Context: an optimization exercise on an open-source flow, tuned for small area, a short achievable clock period and few clock cycles. The choices shown serve that exercise and are no tape-out recipe. At most, simulation tests tie the RTL to the original design; equivalence was not proved. Power is estimated from default activity; no workload was simulated.

==> flow/design.v (excerpt) <==
module midi_framer (
  input  wire       clk,
  input  wire       rst,         
  input  wire       ev_valid,
  output wire       ev_ready,
  input  wire       ev_idle,     
  input  wire [7:0] ev_byte,
  output wire       wr_valid,
  input  wire       wr_ready,
  output wire [7:0] wr_addr,
  output wire [7:0] wr_data
);
clock: 10.0 ns
lec_check: 0
abc_area: 1
cap_margin: 20
core_margin: 2
core_utilization: 40
cts_buf_list: sky130_fd_sc_hd__clkbuf_8
cts_cluster_size: 40
slew_margin: 20
standard.sh (not shown) runs the stock make flow with config.mk's settings and CLKGATE_MAP_FILE= SYNTH_SCRIPT=/design/flow/synth_recipe.tcl, a recipe that flattens the netlist after the stock synthesis.
==> flow/flow/run.sh <==
#!/bin/bash
# Layout: the standard ORFS flow, with repair_timing aiming for extra setup slack
# and plain buffers on the ports (still one buffer per port, as the standard flow).
set -euo pipefail
bash standard.sh \
  SETUP_SLACK_MARGIN=7 \
  TNS_END_PERCENT=100 \
  MATCH_CELL_FOOTPRINT=0 \
  "BUFFER_PORTS_ARGS=-buffer_cell sky130_fd_sc_hd__buf_4" \
  finish > flow_make.log 2>&1
Edit:
--- a/flow/design.v
+++ b/flow/design.v
@@ -22,29 +22,31 @@
   reg        sv;
   reg  [1:0] cls;
   reg        cnt;
   reg  [6:0] fn;
   reg        ir_v;
   reg        iw;         
+  reg        id1;        
   reg        ir_idle;
   reg  [7:0] ir_b;
   reg        sr;         
   reg        mp;         
   reg        mo;         
   reg        h_v;
   reg  [6:0] h_a;
   reg  [7:0] h_d;
   reg  [1:0] ph;         
+  reg        ap;         
   reg  [1:0] hs;
   reg  [2:0] pm;         
-  assign ev_ready = ~(iw & (mp | h_v));
+  assign ev_ready = ~((iw & (mp | h_v)) | (id1 & ap));
   assign wr_valid = mo | h_v;
   assign wr_addr  = mo ? 8'h07 : {1'b0, h_a};
   assign wr_data  = mo ? 8'h38 : h_d;
   wire busy  = mp | h_v;
-  wire proc  = ir_v & ~(iw & busy);
+  wire proc  = ir_v & ~(iw & busy) & ~(id1 & ap);
   wire occ0 = (vn0 != 7'd0), occ1 = (vn1 != 7'd0), occ2 = (vn2 != 7'd0);
   wire [2:0] evm = due & {3{pn}};
   wire [6:0] v  = ir_b[6:0];
   wire       vz = (v == 7'd0);
   wire m0 = (vn0 == fn), m1 = (vn1 == fn), m2 = (vn2 == fn);
   wire       mf = m0 | m1 | m2;
@@ -62,21 +64,20 @@
   localparam [9:0] TC_534 = 10'h05D, TC_536 = 10'h175, TC_998 = 10'h159;
   localparam [2:0] VK_4 = 3'd5, VK_5 = 3'd6, VK_6 = 3'd3, VK_1 = 3'd4;
   wire tc0   = (tc == 10'd0);
   wire late  = (te >= 7'd61) & (te <= 7'd64) & lf;
   wire [2:0] nload = tc0 ? ((te >= 7'd62) ? VK_5 : VK_4) : (late ? VK_6 : VK_5);
   wire [9:0] tc_inc = {tc[8:0], ~(tc[9] ^ tc[6])};
-  wire [6:0]  hn  = (hs == 2'd0) ? vn0 : (hs == 2'd1) ? vn1 : vn2;
   wire [11:0] hft;                       
-  ftab_rom u_ftab (.n(hn), .y(hft));
+  ftab_rom u_ftab (.n(fn), .y(hft));
   wire [1:0] pm_s = pm[0] ? 2'd0 : pm[1] ? 2'd1 : 2'd2;
   wire [1:0] ev_s = evm[0] ? 2'd0 : evm[1] ? 2'd1 : 2'd2;
   wire p_idle  = proc & ir_idle;
   wire p_pass  = p_idle & pn;
   wire p_stat  = proc & ~ir_idle & ir_b[7];
-  wire p_d1    = proc & ~ir_idle & ~ir_b[7] & sv & ~cnt;
+  wire p_d1    = proc & id1;
   wire p_msg   = sr;
   wire p_wpass = p_pass & (|due);
   wire       sv_n  = sv | p_stat;
   wire       cnt_n = p_stat ? 1'b0 : p_d1 ? 1'b1 : p_msg ? 1'b0 : cnt;
   wire       pn_n  = p_pass ? 1'b0 :
                      p_idle ? ((tc == TC_998) | ((te == 7'd65) & (tc == TC_534))) : pn;
@@ -95,44 +96,48 @@
                       (xfer & (ph == P_MSB)) ? P_NONE : ph;
   wire       keep   = ir_v & ~proc;
   wire       take   = ev_valid & ev_ready;
   wire       b_d2   = ~ev_byte[7] & sv_n & cnt_n;
   wire       iw_in  = ev_idle ? (pn_n & (|due_n)) : b_d2;
   wire       iw_n   = keep ? iw  : (take & iw_in);
+  wire       id1_n  = keep ? id1 : (take & ~ev_idle & ~ev_byte[7] & sv_n & ~cnt_n);
   wire       idle_n = keep ? ir_idle : ev_idle;
   wire       sr_n   = iw_n & ~idle_n & ~mp_n & ~h_v_n;
   wire       mo_n   = mp_n | sr_n;
   always @(posedge clk) begin
     if (~keep) begin
       ir_idle <= ev_idle;
       ir_b    <= ev_byte;
     end
     if (rst) begin
       ir_v <= 1'b0;
       iw   <= 1'b0;
+      id1  <= 1'b0;
       sr   <= 1'b0;
       pn   <= 1'b0;
       due  <= 3'd0;
       sv   <= 1'b0;
       cnt  <= 1'b0;
       mp   <= 1'b0;
       mo   <= 1'b0;
       h_v  <= 1'b0;
     end else begin
       ir_v <= keep | take;
       iw   <= iw_n;
+      id1  <= id1_n;
       sr   <= sr_n;
       pn   <= pn_n;
       due  <= due_n;
       sv   <= sv_n;
       cnt  <= cnt_n;
       mp   <= mp_n;
       mo   <= mo_n;
       h_v  <= h_v_n;
     end
     ph <= ph_n;
+    ap <= h_v_n & (ph_n != P_NONE);
     if (rst) begin
       tc <= 10'd0;
       te <= 7'd0;
       lf <= 1'b0;
     end else if (p_idle) begin
       if (pn) begin
Global-route usage went down by 0.26 points.
Final cell count went down slightly.
Via count went down slightly.
Combinational power went up slightly.
Clock skew went down by 0.0049 ns.
Routed wire length went down by a few percent.
Power went down by a few percent.
Core utilization barely changes.
Sequential cell count went up by 2.
Hold slack got worse by 0.016 ns.
Critical path depth does not change.
Die area went down slightly.
Worst setup slack stays flat.
No functional check of the RTL was part of any run of this note.

midi_framer, a different RTL version from the one above (not shown whole).
For scale: roughly 610 cells after synthesis, about 31 I/O pins.
Settings: LEC_CHECK=0, CAP_MARGIN=20, CORE_MARGIN=2, CORE_UTILIZATION=40, CTS_BUF_LIST=sky130_fd_sc_hd__clkbuf_8, SLEW_MARGIN=20; clock period 10.0 ns.
==> flow/flow/run.sh <==
#!/bin/bash
# Layout: the standard ORFS flow (standard.sh), with two changes:
#  1. after the standard synthesis, the combinational logic is mapped again by Yosys's
#     default ABC script (flip-flops, their names and cell types are kept as they are);
#  2. repair_timing aims for extra setup slack, and the ports get plain buffers (still
#     one buffer per port, as in the standard flow).
set -euo pipefail
KNOBS=(SETUP_SLACK_MARGIN=7 TNS_END_PERCENT=100 MATCH_CELL_FOOTPRINT=0
       "BUFFER_PORTS_ARGS=-buffer_cell sky130_fd_sc_hd__buf_2")
RES=orfs/results/${FLOW_PLATFORM}/midi_framer/base
bash standard.sh "${KNOBS[@]}" synth > flow_synth.log 2>&1
cp $RES/1_2_yosys.v $RES/1_2_yosys_standard.v
LIB=$FLOW_HOME/platforms/${FLOW_PLATFORM}/lib/sky130_fd_sc_hd__tt_025C_1v80.lib
DONT_USE=""
for c in $(grep -o 'sky130_fd_sc_hd__\(probe\|probec\|lpflow\)[a-z0-9_]*' $FLOW_HOME/platforms/${FLOW_PLATFORM}/config.mk); do
  DONT_USE="$DONT_USE -dont_use $c"
done
cat > remap.ys <<EOY
read_liberty -ignore_miss_func $LIB
read_verilog $RES/1_2_yosys_standard.v
hierarchy -top $FLOW_TOP
setattr -mod -set keep_hierarchy 1 sky130_fd_sc_hd__dfxtp_* sky130_fd_sc_hd__edfxtp_* sky130_fd_sc_hd__dfrtp_* sky130_fd_sc_hd__conb_1
flatten
opt_clean -purge
abc -liberty $LIB $DONT_USE
opt_clean -purge
hilomap -singleton -hicell sky130_fd_sc_hd__conb_1 HI -locell sky130_fd_sc_hd__conb_1 LO
opt_clean -purge
select $FLOW_TOP
tee -o remap_stat.txt stat -liberty $LIB
write_verilog -noattr -nohex -nodec -selected $RES/1_2_yosys.v
EOY
yosys -s remap.ys > flow_remap.log 2>&1
rm -f $RES/1_synth.odb $RES/1_synth.sdc
bash standard.sh "${KNOBS[@]}" finish > flow_layout.log 2>&1
Testbench counts at the start, summed over its fixed seeds: cycles 233,299.
Change:
--- a/flow/design.v
+++ b/flow/design.v
@@ -25,26 +25,24 @@
   reg  [6:0] fn;
   reg        ir_v;
   reg        iw;         
   reg        id1;        
   reg        ir_idle;
   reg  [7:0] ir_b;
-  reg        sr;         
-  reg        mp;         
   reg        mo;         
   reg        h_v;        
   reg  [6:0] h_a;
   reg  [7:0] h_d;
   reg        hr;         
   reg  [2:0] pm;         
   reg        ap;         
-  assign ev_ready = ~((iw & (mp | h_v)) | (id1 & ap));
+  assign ev_ready = ~((iw & (mo | h_v)) | (id1 & ap));
   assign wr_valid = mo | h_v;
   assign wr_addr  = mo ? 8'h07 : {1'b0, h_a};
   assign wr_data  = mo ? 8'h38 : h_d;
-  wire busy = mp | h_v;
+  wire busy = mo | h_v;
   wire proc = ir_v & ~(iw & busy) & ~(id1 & ap);
   wire occ0 = (vn0 != 7'd0), occ1 = (vn1 != 7'd0), occ2 = (vn2 != 7'd0);
   wire [2:0] evm = {occ2 & (vk2 == VK_0), occ1 & (vk1 == VK_0), occ0 & (vk0 == VK_0)};
   wire [6:0] v  = ir_b[6:0];
   wire       vz = (v == 7'd0);
   wire m0 = (vn0 == fn), m1 = (vn1 == fn), m2 = (vn2 == fn);
@@ -68,61 +66,54 @@
   wire [1:0] pm_s = pm[0] ? 2'd0 : pm[1] ? 2'd1 : 2'd2;
   wire [1:0] ev_s = evm[0] ? 2'd0 : evm[1] ? 2'd1 : 2'd2;
   wire p_idle  = proc & ir_idle;
   wire p_pass  = p_idle & pn;
   wire p_stat  = proc & ~ir_idle & ir_b[7];
   wire p_d1    = proc & id1;
-  wire p_msg   = sr;
+  wire p_msg   = proc & iw & ~ir_idle;
   wire p_wpass = p_pass & (|evm);
   wire k_on  = ~hr &  h_a[3] & h_d[0];
   wire k_lsb = ~hr & ~h_a[3] & ~h_a[0];
   wire       sv_n  = sv | p_stat;
   wire       cnt_n = p_stat ? 1'b0 : p_d1 ? 1'b1 : p_msg ? 1'b0 : cnt;
   wire       pn_n  = p_pass ? 1'b0 :
                      p_idle ? ((tc == TC_998) | ((te == 7'd65) & (tc == TC_534))) : pn;
-  wire       xfer   = ~mp & h_v & wr_ready;                  
-  wire       mp_n   = mo & ~wr_ready;
+  wire       xfer   = ~mo & h_v & wr_ready;                  
   wire       h_v_n  = p_msg   ? msg_more :
                       p_wpass ? 1'b1 :
                       xfer    ? (k_on | k_lsb | (pm != 3'd0)) : h_v;
   wire       ap_n   = p_msg   ? (do_alloc & a_found) :
                       xfer    ? k_on : ap;
   wire       keep   = ir_v & ~proc;
   wire       take   = ev_valid & ev_ready;
   wire       iw_in  = ev_idle ? pn_n : (~ev_byte[7] & sv_n & cnt_n);
   wire       iw_n   = keep ? iw  : (take & iw_in);
   wire       id1_n  = keep ? id1 : (take & ~ev_idle & ~ev_byte[7] & sv_n & ~cnt_n);
-  wire       idle_n = keep ? ir_idle : ev_idle;
-  wire       sr_n   = iw_n & ~idle_n & ~mp_n & ~h_v_n;
-  wire       mo_n   = mp_n | sr_n;
+  wire       mo_n   = p_msg | (mo & ~wr_ready);
   always @(posedge clk) begin
     if (~keep) begin
       ir_idle <= ev_idle;
       ir_b    <= ev_byte;
     end
     if (rst) begin
       ir_v <= 1'b0;
       iw   <= 1'b0;
       id1  <= 1'b0;
-      sr   <= 1'b0;
       pn   <= 1'b0;
       sv   <= 1'b0;
       cnt  <= 1'b0;
-      mp   <= 1'b0;
       mo   <= 1'b0;
       h_v  <= 1'b0;
       ap   <= 1'b0;
     end else begin
       ir_v <= keep | take;
       iw   <= iw_n;
       id1  <= id1_n;
-      sr   <= sr_n;
       pn   <= pn_n;
       sv   <= sv_n;
       cnt  <= cnt_n;
-      mp   <= mp_n;
       mo   <= mo_n;
       h_v  <= h_v_n;
       ap   <= ap_n;
     end
     if (rst) begin
       tc <= 10'd0;
- The new run completed with no timing, DRC or antenna violations
- die area grows by 0.43%
- maximum frequency is lower by about 2%
- routed wire length rose by about 12%
- flip-flop and latch count drops by 2
- worst hold slack degrades by 3.4 ps
- synthesized area came out higher by about 0.44%
- worst setup slack loses 62 ps
- core utilization is lower by 0.52 points
- design area goes down by about 1.1%
Testbench counts after the change, summed over its fixed seeds: cycles 233,847.

[separate check: timing with driven ports]
In the flow no input, the clock included, has a driving cell. The finished layouts below were timed again as built, in two steps. Step 1 sets driving cells, clkbuf_16 on the clock port and buf_2 on the other inputs (assumed; they add their load-dependent delay and slew). Step 2 moves the port delays by t, midway between the first and last clock arrival at a register: inputs arrive t later, outputs are due t later. That takes back most of the time a late clock gives input paths. Slacks: no drivers / after step 1 / after step 2; pairs: no drivers / after step 1.
run	t, ns	setup WS [ns]	hold WS [ns]	clock arrival spread, ns
the first run of note 1	0.410	6.780 / 6.744 / 6.730	0.491 / 0.491 / 0.491	0.016 / 0.016
the second run of note 1	0.407	6.781 / 6.746 / 6.739	0.476 / 0.476 / 0.476	0.011 / 0.011
the first run of note 2	0.404	6.798 / 6.766 / 6.561	0.487 / 0.487 / 0.487	0.009 / 0.009
the second run of note 2	0.398	6.737 / 6.701 / 6.676	0.483 / 0.483 / 0.483	0.015 / 0.015
After both steps every run listed still meets setup and hold. For the first run of note 2, which loses most, drivers alone change the setup slack by -0.032 ns; drivers and shift together by -0.237 ns.
